Context: an optimization exercise on an open-source flow, tuned for a short achievable clock period and few clock cycles per item. The choices shown serve that exercise and are no tape-out recipe. Function was checked by simulation only, so behaviour that the tests miss may differ from the original. No activity file was given, so power comes from the tool's default toggle rates.

===== flow/run.sh =====
#!/bin/bash
# synth_recipe.tcl (not shown) runs the flow's synth.tcl, then flattens the netlist and writes it again
# the make line also repeats each setting of config.mk as NAME=value (left out here)
make -C /OpenROAD-flow-scripts/flow DESIGN_CONFIG=/design/flow/config.mk WORK_HOME=/design/flow/orfs CLKGATE_MAP_FILE= SYNTH_SCRIPT=/design/flow/synth_recipe.tcl finish

===== flow/config.mk =====
export PLATFORM = sky130hd
export DESIGN_NAME = motor_ui_core
export DESIGN_NICKNAME = motor_ui_core
export VERILOG_FILES = /design/flow/design.v
export SDC_FILE = /design/flow/constraint.sdc
export NUM_CORES = 4
export LEC_CHECK = 0
export CAP_MARGIN = 20
export CORE_MARGIN = 2
export CORE_UTILIZATION = 40
export SLEW_MARGIN = 20

===== flow/constraint.sdc =====
create_clock -name core_clock -period 10.0 [get_ports {clk}]
set_input_delay 2.0000 -clock core_clock [delete_from_list [all_inputs] [get_ports {clk}]]
set_output_delay 2.0000 -clock core_clock [all_outputs]
set_load 0.01 [all_outputs]

===== flow/design.v =====
module rhu_div #(
    parameter RW = 25,       
    parameter QW = 24        
) (
    input  wire [RW-1:0]   r,
    input  wire [QW-1:0]   qn,
    input  wire [RW-1:0]   d,
    input  wire [RW+1:0]   d3,
    output wire [RW-1:0]   r_o,
    output wire [QW-1:0]   qn_o
);
    wire [RW+1:0] r4 = {r, qn[QW-1:QW-2]};
    wire [RW+2:0] t1 = {1'b0, r4} - {3'b0, d};
    wire [RW+2:0] t2 = {1'b0, r4} - {2'b0, d, 1'b0};
    wire [RW+2:0] t3 = {1'b0, r4} - {1'b0, d3};
    wire          c1 = !t1[RW+2];
    wire          c2 = !t2[RW+2];
    wire          c3 = !t3[RW+2];
    assign r_o  = c3 ? t3[RW-1:0] : c2 ? t2[RW-1:0] : c1 ? t1[RW-1:0] : r4[RW-1:0];
    assign qn_o = {qn[QW-3:0], c2, c3 | (c1 & !c2)};
endmodule
module motor_ui_core (
    input  wire        clk,
    input  wire        rst,             
    input  wire        op_valid,
    input  wire [15:0] op_word,
    output wire        op_ready,
    output reg         done,
    output reg  [15:0] result,
    output reg         refused,
    output reg  [3:0]  col_drive,
    output reg  [13:0] duty_hb,
    output reg  [13:0] duty_boost,
    output reg  [13:0] duty_buck,
    output reg         pwm_out_en,
    output reg  [31:0] rpm,
    output reg         running,
    output reg         vth,
    output reg  [16:0] sp_volt,
    output reg  [16:0] sp_speed,
    output reg  [16:0] sp_max,
    output reg  [1:0]  cur_row,
    output reg  [2:0]  cur_col,
    output reg  [19:0] dig_buf,         
    output reg         digit_entered
);
    localparam [11:0] THRESH_RAW  = 12'd1229;
    localparam [13:0] DUTY_FULL   = 14'd10000;
    localparam [16:0] BATT_CV     = 17'd900;
    localparam [16:0] CEIL_CV     = 17'd2400;
    localparam RD = 10;
    localparam PC_START = 4'd9;      
    reg        in_v;
    reg [15:0] in_w;
    reg        ready_q;
    assign op_ready = ready_q;
    wire accept = op_valid && ready_q && !rst;
    reg [127:0] hist;          
    reg [9:0]   qslot0, qslot1;
    reg         qin, qout;
    reg         sp_state;
    reg [31:0]  elapsed;
    reg [3:0]   pc_cnt;        
    reg [13:0]  pc_buck, pc_boost, pc_hb;
    wire [15:0] w   = in_w;
    wire [3:0]  opc = w[15:12];
    wire is_scan  = (opc == 4'h1) && (w[11:4] == 8'd0);
    wire is_speed = (opc == 4'h2);
    wire is_ctrl  = (opc == 4'h3) && (w[11:0] == 12'd0);
    wire is_edge  = (opc == 4'h4) && (w[11:0] == 12'd0);
    wire is_pop   = (opc == 4'h5) && (w[11:0] == 12'd0);
    wire is_key   = (opc == 4'h6) && (w[11:8] == 4'd0);
    wire is_reset = (opc == 4'h7) && (w[11:0] == 12'd0);
    wire is_legal = is_scan | is_speed | is_ctrl | is_edge | is_pop | is_key | is_reset;
    wire stall = is_ctrl && (pc_cnt != 4'd0);
    wire exec  = in_v && !stall;
    function [7:0] keymap;
        input [3:0] k;
        begin
            case (k)
                4'd0:  keymap = "1";
                4'd1:  keymap = "4";
                4'd2:  keymap = "7";
                4'd3:  keymap = "*";
                4'd4:  keymap = "2";
                4'd5:  keymap = "5";
                4'd6:  keymap = "8";
                4'd7:  keymap = "0";
                4'd8:  keymap = "3";
                4'd9:  keymap = "6";
                4'd10: keymap = "9";
                4'd11: keymap = "#";
                4'd12: keymap = "A";
                4'd13: keymap = "B";
                4'd14: keymap = "C";
                default: keymap = "D";
            endcase
        end
    endfunction
    wire [1:0] scan_col = {col_drive[3] | col_drive[2], col_drive[3] | col_drive[1]};
    reg [31:0] scan_h;
    reg [9:0]  scan_q0, scan_q1;
    reg        scan_qin;
    reg [7:0]  h_new;
    reg [3:0]  k_idx;
    integer    ri;
    always @* begin
        scan_q0  = qslot0;
        scan_q1  = qslot1;
        scan_qin = qin;
        for (ri = 0; ri < 4; ri = ri + 1) begin
            k_idx = {scan_col, ri[1:0]};
            h_new = {hist[8*k_idx +: 7], w[ri]};
            scan_h[8*ri +: 8] = h_new;
            if (h_new == 8'h01 || h_new == 8'hFE) begin
                if (scan_qin == 1'b0) begin
                    if (!scan_q0[9]) begin
                        scan_q0  = {1'b1, (h_new == 8'h01), keymap(k_idx)};
                        scan_qin = 1'b1;
                    end
                end else begin
                    if (!scan_q1[9]) begin
                        scan_q1  = {1'b1, (h_new == 8'h01), keymap(k_idx)};
                        scan_qin = 1'b0;
                    end
                end
            end
        end
    end
    wire        e_sat    = (elapsed == 32'hFFFF_FFFF);
    wire [31:0] elapsed_inc = e_sat ? elapsed : elapsed + 32'd1;
    wire        above    = (w[11:0] >= THRESH_RAW);
    wire        rising   = !sp_state && above;
    wire        e_big    = (elapsed >= 32'd12000000);    
    wire        e_stall  = (elapsed >= 32'd1000);        
    wire        e_table  = (elapsed < RD);
    reg [22:0] rpm_tab;
    always @* begin
        case (elapsed[3:0])
            4'd0: rpm_tab = (12000000 + 1) / 2;
            4'd1: rpm_tab = (12000000 + 2) / 4;
            4'd2: rpm_tab = (12000000 + 3) / 6;
            4'd3: rpm_tab = (12000000 + 4) / 8;
            4'd4: rpm_tab = (12000000 + 5) / 10;
            4'd5: rpm_tab = (12000000 + 6) / 12;
            4'd6: rpm_tab = (12000000 + 7) / 14;
            4'd7: rpm_tab = (12000000 + 8) / 16;
            4'd8: rpm_tab = (12000000 + 9) / 18;
            default: rpm_tab = (12000000 + 10) / 20;
        endcase
    end
    reg  [24:0] rp_n0, rp_d0;
    reg  [26:0] rp_d30;
    reg  [24:0] rp_r  [1:RD];
    reg  [19:0] rp_qn [1:RD];
    reg  [24:0] rp_d  [1:RD];
    reg  [26:0] rp_d3 [1:RD];
    wire [24:0] rp_r_n  [1:RD];
    wire [19:0] rp_qn_n [1:RD];
    genvar g;
    generate
        for (g = 1; g <= RD; g = g + 1) begin : g_rp
            if (g == 1) begin : g_first
                rhu_div #(.RW(25), .QW(20)) u_step (
                    .r({20'd0, rp_n0[24:20]}), .qn(rp_n0[19:0]), .d(rp_d0), .d3(rp_d30),
                    .r_o(rp_r_n[g]), .qn_o(rp_qn_n[g])
                );
            end else begin : g_rest
                rhu_div #(.RW(25), .QW(20)) u_step (
                    .r(rp_r[g-1]), .qn(rp_qn[g-1]), .d(rp_d[g-1]), .d3(rp_d3[g-1]),
                    .r_o(rp_r_n[g]), .qn_o(rp_qn_n[g])
                );
            end
        end
    endgenerate
    wire [31:0] rpm_rise = e_big ? 32'd0 : e_table ? {9'd0, rpm_tab} : {12'd0, rp_qn[RD]};
    wire [7:0] code     = w[7:0];
    wire       k_digit  = (code >= 8'h30) && (code <= 8'h39);
    wire       k_up     = (code == 8'h41);
    wire       k_down   = (code == 8'h42);
    wire       k_left   = (code == 8'h43);
    wire       k_right  = (code == 8'h44);
    wire       k_commit = (code == 8'h23);
    wire       k_star   = (code == 8'h2A);
    wire [16:0] commit_val = dig_buf[3:0] * 17'd10000 + dig_buf[7:4] * 17'd1000
                           + dig_buf[11:8] * 17'd100 + dig_buf[15:12] * 17'd10
                           + {13'd0, dig_buf[19:16]};
    wire v_low   = (sp_volt <= BATT_CV);
    wire v_mid   = !v_low && (sp_volt <= CEIL_CV);
    wire v_high  = (sp_volt > CEIL_CV);
    wire hb_zero = v_high || (sp_max == 17'd0);
    wire commit_now = exec && is_key && k_commit;
    wire [3:0] pc_cnt_n = commit_now ? PC_START : (pc_cnt != 4'd0) ? pc_cnt - 4'd1 : 4'd0;
    wire in_ctrl_n = accept ? ((op_word[15:12] == 4'h3) && (op_word[11:0] == 12'd0))
                            : (in_v && stall);
    always @(posedge clk) begin
        if (rst) begin
            in_v    <= 1'b0;
            ready_q <= 1'b1;
        end else begin
            if (accept) begin
                in_v <= 1'b1;
                in_w <= op_word;
            end else if (exec) begin
                in_v <= 1'b0;
            end
            ready_q <= !(in_ctrl_n && (pc_cnt_n != 4'd0));
        end
    end
    wire rp_restart = exec && ((is_speed && rising) || is_reset);
    wire rp_advance = exec && is_speed && !rising && !e_sat;
    integer t;
    always @(posedge clk) begin
        if (rst || (exec && is_reset)) begin
            hist          <= 128'd0;
            col_drive     <= 4'b0001;
            qslot0        <= 10'd0;
            qslot1        <= 10'd0;
            qin           <= 1'b0;
            qout          <= 1'b0;
            sp_state      <= 1'b0;
            elapsed       <= 32'd0;
            rpm           <= 32'd0;
            cur_row       <= 2'd0;
            cur_col       <= 3'd0;
            dig_buf       <= 20'd0;
            digit_entered <= 1'b0;
            sp_volt       <= 17'd0;
            sp_speed      <= 17'd0;
            sp_max        <= 17'd0;
            running       <= 1'b0;
            vth           <= 1'b0;
            duty_hb       <= 14'd0;
            duty_boost    <= 14'd0;
            duty_buck     <= 14'd0;
            pwm_out_en    <= 1'b0;
            done          <= !rst;
            result        <= 16'd0;
            refused       <= 1'b0;
        end else begin
            done    <= exec;
            if (exec) begin
                result  <= 16'd0;
                refused <= !is_legal;
                if (is_scan) begin
                    hist[32*scan_col +: 32] <= scan_h;
                    qslot0    <= scan_q0;
                    qslot1    <= scan_q1;
                    qin       <= scan_qin;
                    col_drive <= {col_drive[2:0], col_drive[3]};
                end
                if (is_speed) begin
                    if (rising) begin
                        rpm      <= rpm_rise;
                        elapsed  <= 32'd0;
                        sp_state <= 1'b1;
                    end else begin
                        elapsed  <= elapsed_inc;
                        sp_state <= sp_state && above;
                        if (!(sp_state && above) && e_stall)
                            rpm <= 32'd0;
                    end
                end
                if (is_ctrl) begin
                    vth <= v_high;
                    if (running) begin
                        duty_hb    <= pc_hb;
                        duty_boost <= pc_boost;
                        duty_buck  <= pc_buck;
                        pwm_out_en <= 1'b1;
                    end else begin
                        duty_hb    <= 14'd0;
                        duty_boost <= 14'd0;
                        duty_buck  <= 14'd0;
                        pwm_out_en <= 1'b0;
                    end
                    if (digit_entered) begin
                        if (cur_col != 3'd4)
                            cur_col <= cur_col + 3'd1;
                        digit_entered <= 1'b0;
                    end
                end
                if (is_edge || (is_key && k_star)) begin
                    if (running)
                        running <= 1'b0;
                    else if (!vth)
                        running <= 1'b1;
                end
                if (is_pop) begin
                    if (qout == 1'b0) begin
                        if (qslot0[9]) begin
                            result <= {6'd0, qslot0};
                            qslot0 <= 10'd0;
                            qout   <= 1'b1;
                        end
                    end else begin
                        if (qslot1[9]) begin
                            result <= {6'd0, qslot1};
                            qslot1 <= 10'd0;
                            qout   <= 1'b0;
                        end
                    end
                end
                if (is_key) begin
                    if (k_digit) begin
                        dig_buf[4*cur_col +: 4] <= code[3:0];
                        digit_entered <= 1'b1;
                    end else if (k_up) begin
                        if (cur_row != 2'd0)
                            cur_row <= cur_row - 2'd1;
                    end else if (k_down) begin
                        if (cur_row != 2'd2)
                            cur_row <= cur_row + 2'd1;
                    end else if (k_left) begin
                        if (cur_col != 3'd0)
                            cur_col <= cur_col - 3'd1;
                    end else if (k_right) begin
                        if (cur_col != 3'd4)
                            cur_col <= cur_col + 3'd1;
                    end else if (k_commit) begin
                        case (cur_row)
                            2'd0:    sp_volt  <= commit_val;
                            2'd1:    sp_speed <= commit_val;
                            default: sp_max   <= commit_val;
                        endcase
                        dig_buf       <= 20'd0;
                        cur_row       <= (cur_row == 2'd2) ? 2'd0 : cur_row + 2'd1;
                        cur_col       <= 3'd0;
                        digit_entered <= 1'b0;
                    end
                end
            end
        end
    end
    always @(posedge clk) begin
        if (rst || rp_restart) begin
            rp_n0  <= 25'd12000000 + RD + 1;
            rp_d0  <= 2 * (RD + 1);
            rp_d30 <= 6 * (RD + 1);
        end else if (rp_advance) begin
            rp_n0  <= rp_n0 + 25'd1;
            rp_d0  <= rp_d0 + 25'd2;
            rp_d30 <= rp_d30 + 27'd6;
        end
        if (rp_advance) begin
            rp_r[1]  <= rp_r_n[1];
            rp_qn[1] <= rp_qn_n[1];
            rp_d[1]  <= rp_d0;
            rp_d3[1] <= rp_d30;
            for (t = 2; t <= RD; t = t + 1) begin
                rp_r[t]  <= rp_r_n[t];
                rp_qn[t] <= rp_qn_n[t];
                rp_d[t]  <= rp_d[t-1];
                rp_d3[t] <= rp_d3[t-1];
            end
        end
    end
    reg  [12:0] pa_r;
    reg  [13:0] pa_qn;
    reg  [12:0] pa_d;
    reg  [14:0] pa_d3;
    reg  [17:0] pb_r;
    reg  [13:0] pb_qn;
    reg  [17:0] pb_d;
    reg  [19:0] pb_d3;
    reg         pb_ovf;
    wire [12:0] pa_r_n;
    wire [13:0] pa_qn_n;
    wire [17:0] pb_r_n;
    wire [13:0] pb_qn_n;
    rhu_div #(.RW(13), .QW(14)) u_pa (
        .r(pa_r), .qn(pa_qn), .d(pa_d), .d3(pa_d3), .r_o(pa_r_n), .qn_o(pa_qn_n)
    );
    rhu_div #(.RW(18), .QW(14)) u_pb (
        .r(pb_r), .qn(pb_qn), .d(pb_d), .d3(pb_d3), .r_o(pb_r_n), .qn_o(pb_qn_n)
    );
    wire [24:0] pa_num = v_low ? sp_volt * 25'd20000 + 25'd900
                               : sp_volt * 25'd20001 - 25'd18000000;
    wire [30:0] pb_num = sp_speed * 31'd20000 + {14'd0, sp_max};
    always @(posedge clk) begin
        if (rst || (exec && is_reset)) begin
            pc_cnt   <= 4'd0;
            pc_buck  <= 14'd0;
            pc_boost <= 14'd0;
            pc_hb    <= 14'd0;
        end else begin
            pc_cnt <= pc_cnt_n;
            if (pc_cnt == PC_START) begin
                pa_r   <= {2'd0, pa_num[24:14]};
                pa_qn  <= pa_num[13:0];
                pa_d   <= v_low ? 13'd1800 : {sp_volt[11:0], 1'b0};
                pa_d3  <= v_low ? 15'd5400 : {2'd0, sp_volt[11:0], 1'b0} + {1'd0, sp_volt[11:0], 2'd0};
                pb_r   <= {1'b0, pb_num[30:14]};
                pb_qn  <= pb_num[13:0];
                pb_d   <= {sp_max, 1'b0};
                pb_d3  <= {2'd0, sp_max, 1'b0} + {1'd0, sp_max, 2'd0};
                pb_ovf <= 1'b0;
            end else if (pc_cnt > 4'd1) begin
                if (pc_cnt == PC_START - 4'd1)
                    pb_ovf <= (pb_r >= pb_d);
                pa_r  <= pa_r_n;
                pa_qn <= pa_qn_n;
                pb_r  <= pb_r_n;
                pb_qn <= pb_qn_n;
            end else if (pc_cnt == 4'd1) begin
                pc_buck  <= v_low ? pa_qn : v_mid ? DUTY_FULL : 14'd0;
                pc_boost <= v_mid ? pa_qn : 14'd0;
                pc_hb    <= hb_zero ? 14'd0 : (pb_ovf || pb_qn > DUTY_FULL) ? DUTY_FULL : pb_qn;
            end
        end
    end
endmodule

==> qor.yml <==
run_status:
  outcome: "no timing/DRC/antenna violations"
cells_and_area:
  finalNetCount: 12540
  drive_gt1_share_pct: 4.979
  final_common_cell: "ha_1"
  area_growth_pct: 11.05
  layout_common_cells: "1138 x ha_1, 1089 x inv_1, 1002 x edfxtp_1"
  final_core_util_pct: 44.59
timing:
  final.period_utilization_pct: 69.72
  setup_tns_ps: 0
  rsz0062_at_grt: "no"
  hold_viol_final: 0
  timing.fmax_mhz: 143.4
  slew_headroom_pct: 25.59
  whs_ps: 398.6
  fin_skew_ps: 97.58
  slew_violations: 0
  worst_pin_slew_ps: 1106
  fin_crit_ps: 6972
  final-setup-viol-count: 0
global_routing:
  overflow: 0
  grtUsageTotal_pct: 21.91
  grt_pass1_wl_um: 461600
  grt_pass1_vias: 81500
  antenna_found_initial: 5
  grt_max_degree: 174
synthesis:
  seq_area_frac_synth_pct: 37.98
  async_flop_share_pct: 0
  synthFlopType: "edfxtp_1"
  syn_area_mm2: 0.1041
  synthTopCellsByArea: "edfxtp_1 29%, ha_1 14%, dfxtp_1 9.1%"
  ys_ff_latch: 1474
  synth_top_area_share_pct: 28.90
  syn_inst: 11060
  synth_largest_area_cell: "edfxtp_1"
  synth_edf_count: 1002
  postSynthAreaPerCell_um2: 9.409
  yosysWarnings: 9
  ys_types: 109
setup_path:
  regToRegStartpoint: "sp_volt[5]"
  rr_worst_depth: 19
  path_max_fanout: 13
  reg2reg_slack_ps: 3030
  r2r-end: "pa_r[10]"
  startpoint_type: "flop"
  worstPathRequired_ps: 10540
  worstSetupPathType: "reg -> reg"
  worstSetupEndpointType: "flop"
  cp.arrival_ps: 7510
clocking:
  hold_buffers: 0
  clk-insertion-delay-late_ps: 880
  cts_resized: 0
  clk_pin_slew_ps: 60
  cts_max_level: 4
  post-cts-setup-buffer-count: 0
  cts_root_buffer: "clkbuf_16"
  clk_path_buf_depth: 3
  clock_sinks: 1474
  cts_tree: "built"
  cts_buffers: 164
detailed_routing:
  wire_per_inst_um: 20.03
  firstDrtPassIters: 6
  totalWireLength_um: 295500
  vias_per_cell: 5.553
  drtAntennaViolNets: 0
  dr_total_vias: 81910
  post-route-drc-count: 0
  drtIter0Drc: 5754
min_path:
  hold_path.class: "reg -> reg"
  hold_depth: 0
  hold_path_end: "rp_qn[3][14]"
  min_from: "rp_qn[2][12]"
floorplan:
  die-width_um: 514.1
  io_pins: 196
  core_mm2: 0.2592
  die_area_mm2: 0.2643
  rows: 187
  initial_core_util_pct: 40.15
  dieHeight_um: 514.1
flow_run:
  drv_cap: 0
power:
  p_leak_uw: 0.04744
  ir_drop_mv: 0.1635
  p_per_area_mw_per_mm2: 111.1
place:
  io_buffer_count: 180
  place_hpwl_um: 231200
  place_congestion: 0.8990
## state kept, by name, summed over array words and instances, names as in the netlist, 17 cells and up
name,flops
pb_r,18
pb_d,17
sp_max,17
elapsed,32
rp_n0,25
dig_buf,20
hist,112
rpm_tab,21
rp_d0,24
sp_volt,17
rp_d3,234
rp_qn,191
sp_speed,17
pb_d3,18
rp_d30,26
rp_r,225
rp_d,216
rpm,23
## metrics by stage
step                cell area [um^2]  cells  setup slack (ps)  power [uW]
floorplan                     104200  11080              1288        6729
global placement              110000  14440              3169        6794
detailed placement            110000  14440              3115        6797
CTS                           115600  14750              3061       12980
global route                  115600  14750              2646       13250
finish                        115600  14750              3028       12840
## report_power, final
part / switching (uW) / internal, uW / leakage, uW
logic: 139 / 67.7 / 0.0319
registers: 11.4 / 6450 / 0.0129
clock network: 2640 / 3530 / 0.00270
total: 2790 / 10100 / 0.0474
## how the worst max path moves through the flow
stage,startpoint,endpoint,slack [ps],cells past startpoint
after floorplan,in_w[12],rp_d30[2],1290,8
after global placement,sp_volt[5],pa_r[10],3170,19
after detailed placement,sp_volt[5],pa_r[10],3120,19
after CTS,sp_volt[5],pa_r[10],3060,19
after global routing,sp_volt[5],pa_r[10],2650,19
final,sp_volt[5],pa_r[10],3030,19
## cell usage after synthesis, types with 20 or more instances
master	n
nand2_1	835
or2_2	43
and2_1	57
edfxtp_1	1002
a311oi_1	21
a31oi_1	96
o2111ai_1	22
a32oi_1	28
mux2i_1	137
o22ai_1	35
ha_1	1138
nor3_1	233
inv_1	1090
mux2_2	45
a221oi_1	21
a2111oi_0	20
dfxtp_1	472
a211oi_1	142
xnor2_1	419
o31ai_1	74
nand3_1	267
and3_1	77
o41ai_1	27
clkbuf_1	269
o21ai_0	662
nand4_1	73
or3_1	97
nand2b_1	140
a22oi_1	151
o211ai_1	110
o31a_1	44
nor2b_1	157
a21oi_1	781
and4_1	22
xor2_1	251
fa_1	179
a211o_1	26
a21o_1	199
o21a_1	163
nor2_1	897
a21boi_0	40
nor4_1	66
o21bai_1	65
## routing by layer
layer  wire length, um  GRT usage, %  share of wire (%)
met5                27             0             0.0091
met4              8979         6.756                3.0
met3             13240         2.812                4.5
met2            138000         36.66                 47
met1            135200         29.36                 46
## kinds of logic after synthesis
kind of cell	after synthesis	synth area share, %
AND/OR/NAND/NOR	3049	13.78
AO/OA/AOI/OAI	2945	18.29
flip-flops	1474	37.98
XOR/XNOR	671	5.659
other	1	0.003602
buffers and inverters	1424	5.339
multiplexers	183	1.819
adder cells (fa/ha/maj)	1317	17.12
## critical path: stages, from the launching register on
cell,delay [ps]
dfxtp_1,790
inv_1,400
fa_1,580
inv_1,50
ha_1,270
ha_1,280
ha_1,270
inv_1,50
fa_1,490
inv_1,40
ha_1,330
a21boi_0,200
or4b_2,750
a211oi_1,360
o2111ai_1,320
nor4_1,800
nand2_1,150
and4bb_2,340
xnor2_1,110
a311oi_1,100
## area by class of cell
cell class,instances,area (um^2)
clock inverter,90,1079
sequential,1474,39540
clock buffer,215,4529
tap,3402,4257
inverter,1096,4126
fill,24520,143600
timing repair buffer,292,2696
multi-input combinational,8180,59360
antenna,3,7.507
Testbench counts, summed over its fixed seeds: cycles 24,268, ops 24,000.

-- port drivers added, routing unchanged --
Ports are ideal in the flow. The routed layout listed here was re-timed in OpenROAD.
Step 1, drivers: a clkbuf_16 drives clk and a buf_2 each remaining input, both assumed.
Step 2, shift: input delay + t, output delay - t, t = (earliest + latest rising clock arrival at the registers) / 2. This alone moves slack from input paths to output paths.
Three values: no drivers, after step 1, after step 2; two values: the first two.
shift t [ns]: 0.920
slack for setup (ns): 3.028 / 3.028 / 3.028
worst setup path after step 2: register to register
latest minus earliest clock arrival (ns): 0.101 / 0.101
After both steps this run still meets setup and hold. For this run, drivers alone change the setup slack by 0.000 ns; drivers and shift together by 0.000 ns.
